From an optimization exercise on the open Yosys and OpenROAD flow, aimed at a short achievable clock period and few clock cycles; shortcuts taken in it are not production practice.
The RTL was checked by simulation tests, not by an equivalence proof against the original design.
Power and IR drop assume default switching activity.

==> design.v <==
module pcodec (
  input  wire        clk,
  input  wire        rst,
  input  wire        start,
  input  wire [7:0]  op,
  input  wire [19:0] a_len,
  input  wire [19:0] out_cap,
  output wire        busy,
  output reg         done,
  output reg         fatal,
  output reg  [3:0]  err,
  output reg  [19:0] err_off,
  output reg  [19:0] out_len,
  output wire        in_re,
  output wire [19:0] in_addr,
  input  wire [7:0]  in_rdata,
  output reg         out_we,
  output reg  [19:0] out_addr,
  output reg  [7:0]  out_wdata
);
  localparam [7:0] OP_COMPRESS   = 8'h01;
  localparam [7:0] OP_DECOMPRESS = 8'h02;
  localparam [3:0] E_UNK_TYPE     = 4'd3;
  localparam [3:0] E_UNK_OPCODE   = 4'd4;
  localparam [3:0] E_TRUNC_STREAM = 4'd5;
  localparam [3:0] E_TRUNC_INSTR  = 4'd6;
  localparam [3:0] E_CAPACITY     = 4'd7;
  localparam [3:0] E_BAD_CMD      = 4'd8;
  reg        busy_r;
  reg        m_comp;       
  reg        m_dec;        
  reg [19:0] cap;
  reg        fin_pend;     
  reg        fin_fatal;
  reg [3:0]  fin_err;
  reg [19:0] fin_off;
  assign busy = busy_r;
  wire op_c   = (op == OP_COMPRESS);
  wire op_d   = (op == OP_DECOMPRESS);
  wire go     = start & ~busy_r;
  reg        in_re_r;
  reg [19:0] rd_addr;
  reg [19:0] rd_left;      
  reg        rdv;          
  reg        r_v;          
  reg [7:0]  r_byte;
  reg [4:0]  occ;          
  assign in_re   = in_re_r;
  assign in_addr = rd_addr;
  reg [127:0] wb;          
  reg [127:0] wd;          
  reg [15:0]  we_;         
  reg [15:0]  vld;         
  reg [7:0]   lastb;
  reg [7:0]   lastd;
  wire [7:0] b0 = wb[7:0];
  wire [7:0] b1 = wb[15:8];
  wire [7:0] b2 = wb[23:16];
  wire [7:0] b3 = wb[31:24];
  wire [7:0] b4 = wb[39:32];
  wire [7:0] d1 = wd[15:8];
  wire all_in = (rd_left == 20'd0) & ~in_re_r & ~rdv & ~r_v;
  reg [2:0] sh;             
  reg        w1_we;
  reg [20:0] w1_addr;
  reg [7:0]  w1_data;
  localparam [1:0] P_ANCH = 2'd0, P_CAND = 2'd1, P_RUN = 2'd2, P_BRK = 2'd3;
  reg [1:0]  pst;
  reg        c_end;        
  reg [20:0] opos;         
  reg        dopen;        
  reg [20:0] hdr_pos;      
  reg [15:0] dlen;
  reg        dfull;        
  reg        hval;         
  reg        hw_on;        
  reg [1:0]  hw_k;
  reg [20:0] cpos;         
  reg [15:0] rcnt;         
  reg [7:0]  rstart;
  reg [7:0]  rdelta;
  localparam [2:0] D_HDR = 3'd0, D_DATA = 3'd1, D_CODE = 3'd2, D_END = 3'd3, D_ERR = 3'd4;
  reg [2:0]  dst;
  reg [20:0] dleft;        
  reg [20:0] dleft3;       
  reg [19:0] dpos;         
  reg [15:0] srem;         
  reg [3:0]  perr;
  reg [19:0] perr_off;
  reg [1:0]  qn;
  reg [7:0]  q0_val, q1_val;
  reg [7:0]  q0_del, q1_del;
  reg [15:0] q0_cnt, q1_cnt;
  reg        cur_v;
  reg [7:0]  cur_val;
  reg [7:0]  cur_del;
  reg [15:0] cur_cnt;
  reg        cur_last;
  reg [19:0] o;
  reg [19:0] capleft;
  reg        capz;
  wire c_ready = m_comp & ~c_end & ~hw_on & vld[0] & (vld[11] | all_in);
  wire c_code  = vld[11] & (&we_[11:2]);
  wire r_cont1 = vld[1] & we_[1] & (rcnt != 16'd65534);
  wire r_cont2 = vld[2] & we_[2] & (rcnt != 16'd65534) & (rcnt != 16'd65533);
  wire c_lit   = (pst != P_RUN) & ~((pst == P_ANCH) & c_code);
  wire c_split = c_lit & dopen & dfull;
  wire c_take  = c_ready & ~c_split;
  wire [15:0] rcnt1 = rcnt + 16'd1;
  wire [7:0]  rcnt2 = rcnt[7:0] + 8'd2;
  wire [20:0] opos1 = opos + 21'd1;
  wire [20:0] opos3 = opos + 21'd3;
  wire [20:0] opos4 = opos + 21'd4;
  wire [20:0] opos8 = opos + 21'd8;
  wire        k_small = (rcnt[15:4] == 12'd0);
  wire [3:0]  k = rcnt[3:0];
  wire srem0   = (srem == 16'd0);
  wire srem1   = (srem == 16'd1);
  wire srem5   = (srem == 16'd5);
  wire sremlt5 = (srem < 16'd5);
  wire q_room  = (qn != 2'd2) | ~cur_v | cur_last;
  wire [15:0] hl = {b2, b1};
  wire h_trunc = (dleft3[20:16] == 5'd0) && (hl > dleft3[15:0]);
  wire d_run   = m_dec & (dst == D_HDR | dst == D_DATA | dst == D_CODE);
  wire hdr_go  = d_run & (dst == D_HDR) & (dleft != 21'd0) & (dleft >= 21'd3) & vld[2];
  wire dat_go  = d_run & (dst == D_DATA) & ~srem0 & vld[0] & q_room;
  wire cod_go  = d_run & (dst == D_CODE) & ~srem0 & ~sremlt5 & vld[4] & q_room & (b0 == 8'd0);
  wire [15:0] icnt = {b3, b2};
  wire push_it = dat_go | (cod_go & (icnt != 16'd0));
  wire [7:0]  p_val = dat_go ? b0 : b1;
  wire [7:0]  p_del = dat_go ? 8'd0 : b4;
  wire [15:0] p_cnt = dat_go ? 16'd1 : icnt;
  wire e_capfail = cur_v & capz;
  wire e_emit    = cur_v & ~capz;
  wire e_pop     = (~cur_v | cur_last) & (qn != 2'd0);
  always @(*) begin
    sh = 3'd0;
    if (c_take) sh = 3'd1;
    if (hdr_go) sh = 3'd3;
    if (dat_go) sh = 3'd1;
    if (cod_go) sh = 3'd5;
  end
  wire [127:0] wb_s = (sh == 3'd1) ? {8'd0, wb[127:8]} :
                      (sh == 3'd3) ? {24'd0, wb[127:24]} :
                      (sh == 3'd5) ? {40'd0, wb[127:40]} : wb;
  wire [127:0] wd_s = (sh == 3'd1) ? {8'd0, wd[127:8]} :
                      (sh == 3'd3) ? {24'd0, wd[127:24]} :
                      (sh == 3'd5) ? {40'd0, wd[127:40]} : wd;
  wire [15:0]  we_s = (sh == 3'd1) ? {1'd0, we_[15:1]} :
                      (sh == 3'd3) ? {3'd0, we_[15:3]} :
                      (sh == 3'd5) ? {5'd0, we_[15:5]} : we_;
  wire [15:0]  vl_s = (sh == 3'd1) ? {1'd0, vld[15:1]} :
                      (sh == 3'd3) ? {3'd0, vld[15:3]} :
                      (sh == 3'd5) ? {5'd0, vld[15:5]} : vld;
  wire [7:0] r_d = r_byte - lastb;
  wire       r_e = (r_d == lastd);
  integer i;
  always @(posedge clk) begin
    if (rst) begin
      busy_r   <= 1'b0;
      m_comp   <= 1'b0;
      m_dec    <= 1'b0;
      done     <= 1'b0;
      fatal    <= 1'b0;
      err      <= 4'd0;
      err_off  <= 20'd0;
      out_len  <= 20'd0;
      out_we   <= 1'b0;
      fin_pend <= 1'b0;
      in_re_r  <= 1'b0;
      rdv      <= 1'b0;
      r_v      <= 1'b0;
      w1_we    <= 1'b0;
      vld      <= 16'd0;
      occ      <= 5'd0;
      rd_left  <= 20'd0;
      hw_on    <= 1'b0;
    end else begin
      out_we    <= w1_we & (w1_addr < {1'b0, cap});
      out_addr  <= w1_addr[19:0];
      out_wdata <= w1_data;
      w1_we     <= 1'b0;
      rdv    <= in_re_r & ~go;
      r_v    <= rdv & ~go;
      r_byte <= in_rdata;
      if (in_re_r) begin
        rd_addr <= rd_addr + 20'd1;
        rd_left <= rd_left - 20'd1;
      end
      in_re_r <= (m_comp | m_dec) & ~fin_pend & (perr == 4'd0) &
                 (rd_left != 20'd0) & ~(in_re_r & (rd_left == 20'd1)) &
                 (({1'b0, occ} + {5'd0, in_re_r}) <= ({3'd0, sh} + 6'd15));
      occ <= occ + {4'd0, in_re_r} - {2'd0, sh};
      if (go) begin
        rd_addr <= 20'd0;
        rd_left <= a_len;
        in_re_r <= 1'b0;
        occ     <= 5'd0;
      end
      wb  <= wb_s;
      wd  <= wd_s;
      we_ <= we_s;
      vld <= vl_s;
      if (r_v) begin
        for (i = 0; i < 16; i = i + 1)
          if (!vl_s[i]) begin
            wb[i*8 +: 8] <= r_byte;
            wd[i*8 +: 8] <= r_d;
            we_[i]       <= r_e;
          end
        vld   <= {vl_s[14:0], 1'b1};
        lastb <= r_byte;
        lastd <= r_d;
      end
      if (go) vld <= 16'd0;
      if (fin_pend) begin
        fin_pend <= 1'b0;
        busy_r   <= 1'b0;
        m_comp   <= 1'b0;
        m_dec    <= 1'b0;
        done     <= 1'b1;
        fatal    <= fin_fatal;
        err      <= fin_err;
        err_off  <= fin_off;
        if (m_comp) begin
          if (opos > {1'b0, cap}) begin
            fatal   <= 1'b1;
            err     <= E_CAPACITY;
            err_off <= 20'd0;
            out_len <= 20'd0;
          end else
            out_len <= opos[19:0];
        end else
          out_len <= fin_fatal ? 20'd0 : o;
      end
      if (c_take) begin
        case (pst)
          P_ANCH: begin
            if (c_code) begin
              pst    <= P_RUN;
              rcnt   <= 16'd1;
              rstart <= b0;
              rdelta <= d1;
              cpos   <= opos;
              opos   <= opos8;
              hval   <= dopen;
              dopen  <= 1'b0;
              if (dopen) begin
                w1_we   <= 1'b1;
                w1_addr <= hdr_pos;
                w1_data <= 8'h00;
              end
            end else
              pst <= P_CAND;
          end
          P_CAND: pst <= (vld[1] & we_[1]) ? P_CAND : P_ANCH;
          P_BRK:  pst <= P_ANCH;
          default: begin   
            rcnt <= rcnt1;
            if (!r_cont1) pst <= vld[1] ? P_BRK : P_ANCH;
            if (k_small && k == 4'd1 && hval) begin
              w1_we <= 1'b1; w1_addr <= hdr_pos + 21'd1; w1_data <= dlen[7:0];
            end
            if (k_small && k == 4'd2 && hval) begin
              w1_we <= 1'b1; w1_addr <= hdr_pos + 21'd2; w1_data <= dlen[15:8];
            end
            if (k_small && k == 4'd3) begin
              w1_we <= 1'b1; w1_addr <= cpos; w1_data <= 8'h01;
            end
            if (k_small && k == 4'd4) begin
              w1_we <= 1'b1; w1_addr <= cpos + 21'd1; w1_data <= 8'h05;
            end
            if (k_small && k == 4'd5) begin
              w1_we <= 1'b1; w1_addr <= cpos + 21'd2; w1_data <= 8'h00;
            end
            if (k_small && k == 4'd6) begin
              w1_we <= 1'b1; w1_addr <= cpos + 21'd3; w1_data <= 8'h00;
            end
            if (k_small && k == 4'd7) begin
              w1_we <= 1'b1; w1_addr <= cpos + 21'd4; w1_data <= rstart;
            end
            if (k_small && k == 4'd8) begin
              w1_we <= 1'b1; w1_addr <= cpos + 21'd7; w1_data <= rdelta;
            end
            if (r_cont1 && !r_cont2) begin
              w1_we <= 1'b1; w1_addr <= cpos + 21'd5; w1_data <= rcnt2;
            end
            if (!r_cont1) begin
              w1_we <= 1'b1; w1_addr <= cpos + 21'd6; w1_data <= rcnt1[15:8];
            end
          end
        endcase
        if (c_lit) begin
          w1_we   <= 1'b1;
          w1_data <= b0;
          if (!dopen) begin
            w1_addr <= opos3;
            hdr_pos <= opos;
            dopen   <= 1'b1;
            dlen    <= 16'd1;
            dfull   <= 1'b0;
            opos    <= opos4;
          end else begin
            w1_addr <= opos;
            dlen    <= dlen + 16'd1;
            dfull   <= (dlen == 16'd65534);
            opos    <= opos1;
          end
        end
      end
      if (m_comp && !c_end && !hw_on && dopen &&
          ((c_ready && c_split) || (!vld[0] && all_in))) begin
        hw_on <= 1'b1;
        hw_k  <= 2'd0;
      end
      if (m_comp && hw_on) begin
        w1_we   <= 1'b1;
        w1_addr <= hdr_pos + {19'd0, hw_k};
        w1_data <= (hw_k == 2'd0) ? 8'h00 : (hw_k == 2'd1) ? dlen[7:0] : dlen[15:8];
        hw_k    <= hw_k + 2'd1;
        if (hw_k == 2'd2) begin
          hw_on <= 1'b0;
          dopen <= 1'b0;
        end
      end
      if (m_comp && !c_end && !hw_on && !dopen && !vld[0] && all_in) begin
        c_end     <= 1'b1;
        fin_pend  <= 1'b1;
        fin_fatal <= 1'b0;
        fin_err   <= 4'd0;
        fin_off   <= 20'd0;
      end
      if (d_run) begin
        case (dst)
          D_HDR: begin
            if (dleft == 21'd0)
              dst <= D_END;
            else if (dleft < 21'd3) begin
              dst <= D_ERR; perr <= E_TRUNC_STREAM; perr_off <= dpos;
            end else if (vld[2]) begin
              if (b0 > 8'd1) begin
                dst <= D_ERR; perr <= E_UNK_TYPE; perr_off <= dpos;
              end else if (h_trunc) begin
                dst <= D_ERR; perr <= E_TRUNC_STREAM; perr_off <= dpos;
              end else begin
                dst  <= b0[0] ? D_CODE : D_DATA;
                srem <= hl;
              end
            end
          end
          D_DATA: begin
            if (srem0)
              dst <= D_HDR;
            else if (dat_go) begin
              srem <= srem - 16'd1;
              if (srem1) dst <= D_HDR;
            end
          end
          default: begin  
            if (srem0)
              dst <= D_HDR;
            else if (vld[0] && b0 != 8'd0) begin
              dst <= D_ERR; perr <= E_UNK_OPCODE; perr_off <= dpos;
            end else if (vld[0] && sremlt5) begin
              dst <= D_ERR; perr <= E_TRUNC_INSTR; perr_off <= dpos;
            end else if (cod_go) begin
              srem <= srem - 16'd5;
              if (srem5) dst <= D_HDR;
            end
          end
        endcase
      end
      if (m_dec) begin
        dleft  <= dleft  - {18'd0, sh};
        dleft3 <= dleft3 - {18'd0, sh};
        dpos   <= dpos   + {17'd0, sh};
      end
      if (e_pop) begin
        q0_val <= q1_val; q0_del <= q1_del; q0_cnt <= q1_cnt;
      end
      if (push_it) begin
        if ((qn == 2'd0) || (qn == 2'd1 && e_pop)) begin
          q0_val <= p_val; q0_del <= p_del; q0_cnt <= p_cnt;
        end else begin
          q1_val <= p_val; q1_del <= p_del; q1_cnt <= p_cnt;
        end
      end
      qn <= qn + {1'b0, push_it} - {1'b0, e_pop};
      if (m_dec && !fin_pend) begin
        if (e_emit) begin
          w1_we   <= 1'b1;
          w1_addr <= {1'b0, o};
          w1_data <= cur_val;
          o       <= o + 20'd1;
          capleft <= capleft - 20'd1;
          capz    <= (capleft == 20'd1);
          cur_val <= cur_val + cur_del;
          cur_cnt <= cur_cnt - 16'd1;
          cur_last <= (cur_cnt == 16'd2);
        end
        if (cur_v && cur_last || !cur_v) begin
          cur_v <= e_pop;
          if (e_pop) begin
            cur_val  <= q0_val;
            cur_del  <= q0_del;
            cur_cnt  <= q0_cnt;
            cur_last <= (q0_cnt == 16'd1);
          end
        end
        if (e_capfail) begin
          fin_pend  <= 1'b1;
          fin_fatal <= 1'b1;
          fin_err   <= E_CAPACITY;
          fin_off   <= 20'd0;
          dst       <= D_ERR;
          perr      <= E_CAPACITY;
        end else if (!cur_v && qn == 2'd0 && (dst == D_END || dst == D_ERR)) begin
          fin_pend  <= 1'b1;
          fin_fatal <= (dst == D_ERR);
          fin_err   <= (dst == D_ERR) ? perr : 4'd0;
          fin_off   <= (dst == D_ERR) ? perr_off : 20'd0;
          dst       <= D_ERR;
          perr      <= E_CAPACITY;   
        end
      end
      if (go) begin
        done     <= 1'b0;
        fatal    <= 1'b0;
        err      <= 4'd0;
        err_off  <= 20'd0;
        out_len  <= 20'd0;
        cap      <= out_cap;
        c_end    <= 1'b0;
        pst      <= P_ANCH;
        opos     <= 21'd0;
        dopen    <= 1'b0;
        dlen     <= 16'd0;
        dfull    <= 1'b0;
        hw_on    <= 1'b0;
        hdr_pos  <= 21'd0;
        dst      <= D_HDR;
        dleft    <= {1'b0, a_len};
        dleft3   <= {1'b0, a_len} - 21'd3;
        dpos     <= 20'd0;
        perr     <= 4'd0;
        perr_off <= 20'd0;
        qn       <= 2'd0;
        cur_v    <= 1'b0;
        o        <= 20'd0;
        capleft  <= out_cap;
        capz     <= (out_cap == 20'd0);
        if (op_c) begin
          busy_r  <= 1'b1;
          m_comp  <= 1'b1;
          in_re_r <= (a_len != 20'd0);
          if (a_len == 20'd0) begin
            dopen <= 1'b1;
            opos  <= 21'd3;
          end
        end else if (op_d) begin
          busy_r  <= 1'b1;
          m_dec   <= 1'b1;
          in_re_r <= (a_len != 20'd0);
        end else begin
          done  <= 1'b1;
          fatal <= 1'b1;
          err   <= E_BAD_CMD;
        end
      end
    end
  end
endmodule
==> run.sh <==
#!/bin/bash
# synth_recipe.tcl (not shown) runs the flow's synth.tcl, then flattens the netlist and writes it again
# the make line also repeats each setting of config.mk as NAME=value (left out here)
make -C /OpenROAD-flow-scripts/flow DESIGN_CONFIG=/design/flow/config.mk WORK_HOME=/design/flow/orfs CLKGATE_MAP_FILE= SYNTH_SCRIPT=/design/flow/synth_recipe.tcl finish
==> config.mk <==
export PLATFORM = sky130hd
export DESIGN_NAME = pcodec
export DESIGN_NICKNAME = pcodec
export VERILOG_FILES = /design/flow/design.v
export SDC_FILE = /design/flow/constraint.sdc
export NUM_CORES = 4
export LEC_CHECK = 0
export CAP_MARGIN = 20
export CORE_MARGIN = 2
export CORE_UTILIZATION = 40
export SLEW_MARGIN = 20
==> constraint.sdc <==
create_clock -name core_clock -period 10.0 [get_ports {clk}]
set_input_delay 2.0000 -clock core_clock [delete_from_list [all_inputs] [get_ports {clk}]]
set_output_delay 2.0000 -clock core_clock [all_outputs]
set_load 0.01 [all_outputs]
==> flow_metrics.tcl <==
set metrics [dict create \
    drtIter0Drc 5566 \
    numCtsBuffers 102 \
    cp_slowest_stage_delay_ns 0.94 \
    ys.warnings.count 1 \
    r2r_cells 14 \
    drt.antenna.violating_nets 0 \
    first_global_vias 45200 \
    reg2reg_from "dst[2]" \
    row_count 136 \
    start_util_pct 40.3 \
    cts_max_level 3 \
    area_growth_pct 11.9 \
    drv_slew 0 \
    placed_area_um2 58500 \
    power_leakage_nw 21.3 \
    syn-num-nets 6219 \
    crit_path_end "wd[21]" \
    cts_resized 0 \
    avgSynthCellArea_um2 9.23 \
    place_congestion 1.01 \
    num_vias 48200 \
    fillers 13100 \
    cp_num_cells 14 \
    drive_gt1_share_pct 6.70 \
    worstSetupPathType "reg -> reg" \
    slew_headroom_pct 19.8 \
    wl_um 192000 \
    stdcell_count 7781 \
    io_buffers 155 \
    tightest_slew_ns 1.19 \
    seqCellArea_um2 25200 \
    async_flop_share_pct 0 \
    clkSinkCount 871 \
    layout_setup_ws_ns 2.02 \
    clock_latency_ns 0.74 \
    p_total_mw 8.96 \
    path_delay_family "simple AND/OR/NAND/NOR gates" \
    gr-total-overflow 0 \
    fmax_ghz 0.125 \
    wl_per_cell_um 24.7 \
    ios 156 \
    core_um2 137000 \
    crit_path_start "dst[2]" \
    dp_hpwl_um 130000 \
    fin_crit_ns 7.98 \
    crit_buf_inv 2 \
    synth_edf_count 774 \
    cts_tree "done" \
    fin_util_pct 45.2 \
    syn_area_um2 55500 \
    fin_area_um2 62100 \
    ir_worst_vdd_mv 0.146 \
    worst_hold_slack_ns 0.457 \
    grt_pass1_wl_um 289000 \
    antenna_found_initial 9 \
    crit_chain "nor2b_1, a21boi_1, nand3_1, or2_2, nand4_1, ha_4, clkinv_1, a211oi_2, and2_4, buf_4, mux2i_1, a21oi_1, a221oi_1, a21oi_1" \
    rsz0062_at_grt "no" \
    clk_path_buf_depth 3 \
    ys_seq_area_share_pct 45.4 \
    ys_types 100 \
    rrSetupSlack_ns 2.02 \
    grtUsageTotal_pct 26.3 \
    syn_inst 6009 \
    final_cell_mix "edfxtp_1 (774), a21oi_1 (697), nand2_1 (546)" \
    hold_viol 0 \
    grt_max_degree 172 \
    status "timing/DRC/antenna clean" \
    arrival_ns 8.46 \
    slowest_stage "clkinv_1" \
    ctsHoldBuffers 0 \
    placed_cells 7591 \
    die_width_um 376 \
    ys_ff_latch 871 \
    finalSetupTns_ns 0 \
    dp_slack_ns 2.09 \
    setup_viol 0 \
    start_kind "register" \
    die_area_um2 142000 \
    timing.rr.end "wd[21]" \
    cp_common_cell "a21oi_1" \
    drc 0 \
    firstDrtPassIters 9 \
    viasPerCell 6.19 \
    worstPathRequired_ns 10.48 \
    postCtsSetupRepairBufs 0 \
    synthFlopType "edfxtp_1" \
    die_y_um 376 \
    cts_root_buf "clkbuf_16" \
    period_share_pct 79.8 \
    drv_cap 0 \
    hp-class "reg -> reg" \
    clk_pin_slew_worst_paths_ns 0.06 \
    end_kind "register" \
    p_per_area_nw_per_um2 144 \
    skew_ns 0.0520 \
    critPathMaxFanout 58 \
    multiInputGateArea_um2 28100 \
    finalNetCount 6113 \
    layout_commonest_cell "edfxtp_1" \
]
[power by group]
group | leakage, nW | switching [mW] | internal (mW) | total (mW)
sequential | 8.19 | 0.206 | 4.14 | 4.35
clock | 1.70 | 1.64 | 2.29 | 3.93
combinational | 11.4 | 0.405 | 0.268 | 0.673
[final cells by class]
| class | count | area share, % |
|---|---|---|
| clock inverters | 62 | 1.25 |
| inverters | 151 | 0.923 |
| flip-flops and latches | 871 | 40.6 |
| repair buffers | 266 | 3.91 |
| clock buffers | 125 | 4.40 |
| diodes | 1 | 0.00403 |
| well taps | 1794 | 3.62 |
| multi-input cells | 4511 | 45.3 |
[synthesized netlist by cell type, drive strengths merged (69+ instances only)]
| library cell | instances | area (um2) |
|---|---|---|
| xor2 | 158 | 1380 |
| nor3 | 116 | 586 |
| clkbuf | 368 | 1380 |
| a21oi | 703 | 3520 |
| inv | 148 | 556 |
| ha | 144 | 1800 |
| nor4 | 70 | 438 |
| mux2i | 217 | 2170 |
| a31oi | 88 | 551 |
| a211oi | 69 | 528 |
| nand2 | 550 | 2060 |
| buf | 108 | 520 |
| edfxtp | 774 | 23200 |
| nor2 | 551 | 2070 |
| and2 | 86 | 538 |
| nand4 | 82 | 513 |
| o21ai | 487 | 2440 |
| nand3 | 171 | 856 |
| dfxtp | 97 | 1940 |
| xnor2 | 194 | 1700 |
[kinds of logic after synthesis]
kind of cell	Yosys count	share of synthesized area, %
AND/OR/NAND/NOR	1912	16.3
AO/OA/AOI/OAI	1844	20.1
XOR/XNOR	353	5.60
adder cells (fa/ha/maj)	151	3.50
buffers and inverters	627	4.45
flip-flops	871	45.4
multiplexers	251	4.61
[metal layers]
layer,up-vias,GRT usage (%),share of wire (%)
met5,-,0,0.0099
met4,2,10.8,4.5
met3,472,4.76,8.3
met2,2311,41.0,45
met1,23300,36.1,42
li1,22100,-,-
[how the worst min path moves through the flow]
stage	startpoint	to	slack (ns)	cells after the start
3_3_place_gp	q0_del[0]	cur_del[0]	0.44	0
2_1_floorplan	r_byte[7]	lastb[7]	0.43	0
5_1_grt	q0_del[0]	cur_del[0]	0.47	0
3_5_place_dp	q0_del[4]	cur_del[4]	0.44	0
6_report	q0_del[0]	cur_del[0]	0.46	0
4_1_cts	q0_del[0]	cur_del[0]	0.46	0
[registers in the layout, indices dropped and copies added, names as in the netlist, 21 cells and up]
register / cells
dleft3: 21
w1_addr: 21
wd: 120
hdr_pos: 21
cpos: 21
wb: 128
opos: 21
dleft: 21
Testbench counts, summed over its fixed seeds: cycles 132,093.

-- what the ideal ports hide --
Ports are ideal in the flow. The routed layout listed here was re-timed in OpenROAD. Step 1, drivers: a clkbuf_16 drives clk and a buf_2 each remaining input, both assumed. Step 2 adds t to the input delays and takes it off the output delays; t is the mean of the earliest and latest rising clock arrival at the registers after step 1. Input paths then give back, and output paths get back, about the clock's delay inside the block. a / b / c = no drivers / after step 1 / after step 2; a / b = the first two.
shift t [ns]: 0.793
setup slack, ns: 2.018 / 2.018 / 2.018
latest minus earliest clock arrival (ns): 0.054 / 0.054
worst slew at a driven data input, ns: 0.07
After both steps setup and hold are still met in this run. For this run, drivers alone change the setup slack by 0.000 ns; drivers and shift together by 0.000 ns.
